What follows belongs to an exercise in optimizing a design on an open flow for small area, a short achievable clock period and few clock cycles; a production flow would make more cautious choices.
RTL that was checked went through simulation tests only; none was proved equivalent to the original.
Power and IR drop assume default switching activity.

== wip/harbor ==
## symcodec_rx
module symcodec_rx (
    input  wire        clk,
    input  wire        rst,
    input  wire        in_valid,
    output wire        in_ready,
    input  wire [63:0] in_data,     
    input  wire [3:0]  in_groups,   
    input  wire        in_last,     
    output reg         out_valid,
    output reg  [7:0]  out_byte,
    output reg  [2:0]  out_kind,    
    output reg         done,
    output wire [1:0]  res,         
    output wire [3:0]  cause,       
    output wire        chkmis,
    output wire [15:0] clean_bits,
    output wire [15:0] n_bytes,
    output wire [31:0] pre,
    output wire [15:0] len,
    output wire [7:0]  stored_chk,
    output wire [7:0]  calc_chk,
    output wire [15:0] bad_index,
    output wire [5:0]  bad_win
);
export LEC_CHECK = 0
export ABC_AREA = 1
export CAP_MARGIN = 20
export CORE_MARGIN = 2
export CORE_UTILIZATION = 50
export SETUP_SLACK_MARGIN = 2.7
export SLEW_MARGIN = 20
create_clock -name core_clock -period 5.0 [get_ports {clk}]
standard.sh (not shown) runs the stock make flow with config.mk's settings and CLKGATE_MAP_FILE= SYNTH_SCRIPT=/design/flow/synth_recipe.tcl, a recipe that flattens the netlist after the stock synthesis.
==> flow/flow/run.sh <==
#!/bin/bash
# Standard ORFS layout (standard.sh: the standard flow's synthesis, floorplan, place, CTS,
# route, finish) with two changes:
#  - the buffers that buffer_ports puts on every input and output port are
#    sky130_fd_sc_hd__buf_1 cells instead of the default pick;
#  - clock tree synthesis builds the tree from {sky130_fd_sc_hd__clkbuf_4 sky130_fd_sc_hd__clkbuf_8} cells and
#    adds no dummy loads to even out the tree.
# The full make output goes to standard.log in this folder; each ORFS step's
# own log stays under orfs/logs/.
set -euo pipefail
export BUFFER_PORTS_ARGS="-buffer_cell sky130_fd_sc_hd__buf_1"
export CTS_ARGS="-sink_clustering_enable -repair_clock_nets -buf_list {sky130_fd_sc_hd__clkbuf_4 sky130_fd_sc_hd__clkbuf_8} -dont_use_dummy_load"
bash standard.sh > standard.log 2>&1
[inputs] wip/delta vs wip/harbor
Settings: SETUP_SLACK_MARGIN changed from 2.7 to 2.6.
--- a/flow/flow/run.sh
+++ b/flow/flow/run.sh
@@ -5,3 +5,3 @@
 #    sky130_fd_sc_hd__buf_1 cells instead of the default pick;
-#  - clock tree synthesis builds the tree from {sky130_fd_sc_hd__clkbuf_4 sky130_fd_sc_hd__clkbuf_8} cells and
+#  - clock tree synthesis builds the tree from clkbuf_8/clkbuf_16 cells and
 #    adds no dummy loads to even out the tree.
@@ -11,3 +11,3 @@
 export BUFFER_PORTS_ARGS="-buffer_cell sky130_fd_sc_hd__buf_1"
-export CTS_ARGS="-sink_clustering_enable -repair_clock_nets -buf_list {sky130_fd_sc_hd__clkbuf_4 sky130_fd_sc_hd__clkbuf_8} -dont_use_dummy_load"
+export CTS_ARGS="-sink_clustering_enable -repair_clock_nets -buf_list {sky130_fd_sc_hd__clkbuf_8 sky130_fd_sc_hd__clkbuf_16} -dont_use_dummy_load"
 bash standard.sh > standard.log 2>&1
==> comparison <==
wip/harbor ended up with len[0] as its capturing element of the worst setup path; wip/delta ended up with pre_r[6]. Looking at cell with the largest stage delay on the worst path, the sky130_fd_sc_hd__dfxtp_2 result is from wip/delta; the sky130_fd_sc_hd__edfxtp_1 one comes from wip/harbor. Final instance count without filler cells came out exactly the same in wip/delta and wip/harbor. In the tables for wip/delta and wip/harbor, multi-input logic portion of the cell area reads higher with wip/harbor. Changes observed in wip/delta relative to wip/harbor: wire length of the first global-routing pass now sits lower; total power moved up. Total leakage power went up by a few percent going from wip/harbor to wip/delta. Per the comparison of wip/delta with wip/harbor, non-clock buffer total of the final layout moved up; critical path depth in cells moved up; global-route usage level; final worst-path setup slack moved down.
[inputs] wip/pepper vs wip/delta
Settings: SETUP_SLACK_MARGIN changed from 2.6 to 2.7.
==> comparison <==
Side by side, core utilization of the finished layout turned out higher in wip/pepper than in wip/delta.
In wip/pepper the layout overhead on the synthesized area turned out 1.4 points higher than in wip/delta.
Global-route usage was lower in the run labelled wip/delta.
Worst ir drop on vdd: wip/pepper > wip/delta
Between wip/pepper and wip/delta, the difference in share of power burned in the clock network is negligible.
The final reports for wip/pepper and wip/delta show fraction of area in registers lower in the former.
Compared to wip/delta, wip/pepper has final wirelength 0.47% higher.
wip/delta reports its worst setup path endpoint as pre_r[6] while wip/pepper reports len_r[7].
No functional check of the RTL was part of any run of this note.


Another version of the RTL of symcodec_rx (not shown whole).
For scale: ~180 flip-flops, ~210 I/O pins.
==> flow/config.mk <==
export PLATFORM = sky130hd
export DESIGN_NAME = symcodec_rx
export DESIGN_NICKNAME = symcodec_rx
export VERILOG_FILES = /design/flow/design.v
export SDC_FILE = /design/flow/constraint.sdc
export NUM_CORES = 4
export LEC_CHECK = 0
export CAP_MARGIN = 20
export CORE_MARGIN = 2
export CORE_UTILIZATION = 50
export SETUP_SLACK_MARGIN = 2.7
export SLEW_MARGIN = 20
==> flow/constraint.sdc <==
create_clock -name core_clock -period 5.0 [get_ports {clk}]
set_input_delay 1.0000 -clock core_clock [delete_from_list [all_inputs] [get_ports {clk}]]
set_output_delay 1.0000 -clock core_clock [all_outputs]
set_load 0.01 [all_outputs]
==> flow/flow/run.sh <==
#!/bin/bash
# Standard ORFS layout (standard.sh: the standard flow's synthesis, floorplan, place, CTS,
# route, finish) with one change: the buffers that buffer_ports puts on every
# input and output port are sky130_fd_sc_hd__buf_1 cells instead of the
# default pick. The full make output goes to standard.log in this folder;
# each ORFS step's own log stays under orfs/logs/.
set -euo pipefail
export BUFFER_PORTS_ARGS="-buffer_cell sky130_fd_sc_hd__buf_1"
bash standard.sh > standard.log 2>&1
Testbench counts at the start, summed over its fixed seeds: cycles 15,365.
Change:
--- a/flow/config.mk
+++ b/flow/config.mk
@@ -6,4 +6,5 @@
 export NUM_CORES = 4
 export LEC_CHECK = 0
+export ABC_AREA = 1
 export CAP_MARGIN = 20
 export CORE_MARGIN = 2
Worst setup slack gains 0.56 ns.
Die area fell slightly.
Power fell slightly.


symcodec_rx, a different RTL version from the one above (not shown whole).
Size in the first run: ~1000 cells after synthesis, about 190 flip-flops, roughly 210 I/O pins, about 10000 um2 of cells after synthesis.
clock: 5.0 ns
lec_check: 0
abc_clock_period_in_ps: 2000
cap_margin: 20
core_margin: 2
core_utilization: 50
setup_slack_margin: 2.6
slew_margin: 20
run.sh (not shown) runs the stock make flow with config.mk's settings and CLKGATE_MAP_FILE= SYNTH_SCRIPT=/design/flow/synth_recipe.tcl, a recipe that flattens the netlist after the stock synthesis.
Stock flow here: none of the scripts above is used.
Change:
- ABC_CLOCK_PERIOD_IN_PS: 2000 -> not set
- CORE_UTILIZATION: 50 -> 40
- SETUP_SLACK_MARGIN: 2.6 -> not set
=> The changed run passed the timing, design-rule and antenna checks. Sequential cell count is unchanged. Core utilization shrinks by 24 points. Maximum frequency falls by about 20%. Via count decreases by about 12%. Global-route usage falls by 7.1 points. Total power climbs by 0.92%. First-iteration DRC count came out lower by 36%. Final area came out lower by about 15%. Routed wire length shrinks by 15%.
Change:
- ABC_AREA: not set -> 1
- CORE_UTILIZATION: 40 -> 50
Effect: Register-to-register slack improves by 0.22 ns; worst setup slack improved by 0.22 ns; cell area drops by about 1%.
Function was not checked in any run of this note: the RTL went through the layout flow alone.


== before ==
Another version of the RTL of symcodec_rx (not shown whole).
For scale: about 1300 cells after synthesis, ~180 flip-flops, roughly 210 I/O pins, ~9900 µm² of cells after synthesis.
Design symcodec_rx, start of the top module:
module symcodec_rx (
    input  wire        clk,
    input  wire        rst,
    input  wire        in_valid,
    output wire        in_ready,
    input  wire [63:0] in_data,     
    input  wire [3:0]  in_groups,   
    input  wire        in_last,     
    output reg         out_valid,
    output reg  [7:0]  out_byte,
    output reg  [2:0]  out_kind,    
    output reg         done,
    output wire [1:0]  res,         
    output wire [3:0]  cause,       
    output wire        chkmis,
    output wire [15:0] clean_bits,
    output wire [15:0] n_bytes,
    output wire [31:0] pre,
    output wire [15:0] len,
    output wire [7:0]  stored_chk,
    output wire [7:0]  calc_chk,
    output wire [15:0] bad_index,
    output wire [5:0]  bad_win
);
Settings: LEC_CHECK=0, ABC_AREA=1, CAP_MARGIN=20, CORE_MARGIN=2, CORE_UTILIZATION=50, SETUP_SLACK_MARGIN=2.8, SLEW_MARGIN=20; clock period 5.0 ns.
standard.sh (not shown) runs the stock make flow with config.mk's settings and CLKGATE_MAP_FILE= SYNTH_SCRIPT=/design/flow/synth_recipe.tcl, a recipe that flattens the netlist after the stock synthesis.
Scripts as last shown in full above: flow/flow/run.sh
before ended with every stage complete and zero timing, DRC or antenna violations.
For after, these inputs were changed with respect to before:
diff --git a/flow/config.mk b/flow/config.mk
--- a/flow/config.mk
+++ b/flow/config.mk
@@ -10,4 +10,4 @@
 export CORE_MARGIN = 2
 export CORE_UTILIZATION = 50
-export SETUP_SLACK_MARGIN = 2.8
+export SETUP_SLACK_MARGIN = 2.6
 export SLEW_MARGIN = 20
[summary]
- after did not stop at any stage, and its layout met the timing, design-rule and antenna checks.
- Relative to before, the endpoint required time on the critical path of after is higher by 0.02 ns.
- Source-to-sink clock delay at the later pin of the worst-skew pair: after vs before — no meaningful difference
- Share of power burned in combinational logic, after and before, higher one = before.
- Across both runs, post-route fraction of the period consumed by the critical path was lower for after than for before.
- Against before as the reference, after delivers a lower design area.
- Compared to before, after has global-route usage 0.33 points higher.
- From before to after the numbers moved as follows: total power draw barely changed, met1 wire length dropped about 1.2%, routed length on met3 climbed 200 µm, reported combinational group power dropped about 5%.
No run of this note included a check of the RTL's function; only the layout flow was run.


symcodec_rx, a different RTL version from the one above (not shown whole).
Size: ~1100 cells after synthesis, about 190 flip-flops, about 9000 sq um of cells after synthesis.
## symcodec_rx
module symcodec_rx (
    input  wire        clk,
    input  wire        rst,
    input  wire        in_valid,
    output wire        in_ready,
    input  wire [63:0] in_data,     
    input  wire [3:0]  in_groups,   
    input  wire        in_last,     
    output reg         out_valid,
    output reg  [7:0]  out_byte,
    output reg  [2:0]  out_kind,    
    output reg         done,
    output wire [1:0]  res,         
    output wire [3:0]  cause,       
    output wire        chkmis,
    output wire [15:0] clean_bits,
    output wire [15:0] n_bytes,
    output wire [31:0] pre,
    output wire [15:0] len,
    output wire [7:0]  stored_chk,
    output wire [7:0]  calc_chk,
    output wire [15:0] bad_index,
    output wire [5:0]  bad_win
);
Settings: LEC_CHECK=0, ABC_AREA=1, CAP_MARGIN=20, CORE_MARGIN=2, CORE_UTILIZATION=50, SETUP_SLACK_MARGIN=2.6, SLEW_MARGIN=20; clock period 5.0 ns.
==> flow/flow/run.sh <==
#!/bin/bash
# Standard ORFS layout (standard.sh: the standard flow's synthesis, floorplan, place, CTS,
# route, finish) with two changes:
#  - the buffers that buffer_ports puts on every input and output port are
#    sky130_fd_sc_hd__buf_1 cells instead of the default pick;
#  - clock tree synthesis builds the tree from clkbuf_8/clkbuf_16 cells and
#    adds no dummy loads to even out the tree.
# The full make output goes to standard.log in this folder; each ORFS step's
# own log stays under orfs/logs/.
set -euo pipefail
export BUFFER_PORTS_ARGS="-buffer_cell sky130_fd_sc_hd__buf_1"
export CTS_ARGS="-sink_clustering_enable -repair_clock_nets -buf_list {sky130_fd_sc_hd__clkbuf_8 sky130_fd_sc_hd__clkbuf_16} -dont_use_dummy_load"
bash standard.sh > standard.log 2>&1
Change:
--- a/flow/config.mk
+++ b/flow/config.mk
@@ -11,3 +11,3 @@
 export CORE_UTILIZATION = 50
-export SETUP_SLACK_MARGIN = 2.6
+export SETUP_SLACK_MARGIN = 2.5
 export SLEW_MARGIN = 20
Effect: The changed run finished clean; wire length is lower by 0.83%; cell count stays flat; count of clock-buffer cells in the layout does not change; final area came out lower by 0.83%; worst setup slack is worse by 0.13 ns; clock power hardly moves; register-to-register slack is worse by 0.13 ns; total power stays flat; via count is about the same; sequential cell count does not change; sequential share of layout area is higher by 0.38 points.
Function was not checked in any run of this note: the RTL went through the layout flow alone.

==> re-timing with driven ports <==
No port has a modelled driver above. Below, the same layouts with a new extraction and two added sets of constraints. Step 1: set_driving_cell puts a clkbuf_16 on clk and a buf_2 on each other input, an assumption about the parent block. Step 2 times the ports against the registers' clock, not the clock port: input delays grow and output delays shrink by t, the midpoint of the rising clock arrivals with the driver on. a / b / c = no drivers / after step 1 / after step 2; a / b = the first two.
run | t (ns) | setup slack, ns | clock arrival spread, ns
wip/harbor | 0.486 | 2.811 / 2.773 / 2.411 | 0.055 / 0.054
wip/delta | 0.459 | 2.727 / 2.727 / 2.360 | 0.037 / 0.037
wip/pepper | 0.461 | 2.840 / 2.808 / 2.417 | 0.036 / 0.036
the first run of note 2 | 0.471 | 2.105 / 2.105 / 2.056 | 0.009 / 0.010
the second run of note 2 | 0.457 | 2.662 / 2.662 / 2.264 | 0.014 / 0.013
the first run of note 3 | 0.481 | 2.125 / 2.125 / 2.076 | 0.019 / 0.020
the second run of note 3 | 0.480 | 1.390 / 1.390 / 1.390 | 0.013 / 0.013
the third run of note 3 | 0.477 | 1.606 / 1.606 / 1.606 | 0.016 / 0.017
before | 0.476 | 2.425 / 2.425 / 2.381 | 0.020 / 0.019
after | 0.484 | 2.447 / 2.447 / 2.447 | 0.014 / 0.014
the first run of note 5 | 0.465 | 2.734 / 2.734 / 2.465 | 0.033 / 0.034
the second run of note 5 | 0.463 | 2.606 / 2.606 / 2.450 | 0.034 / 0.034
After both steps every run listed still meets setup and hold. For wip/pepper, which loses most, drivers alone change the setup slack by -0.032 ns; drivers and shift together by -0.423 ns.
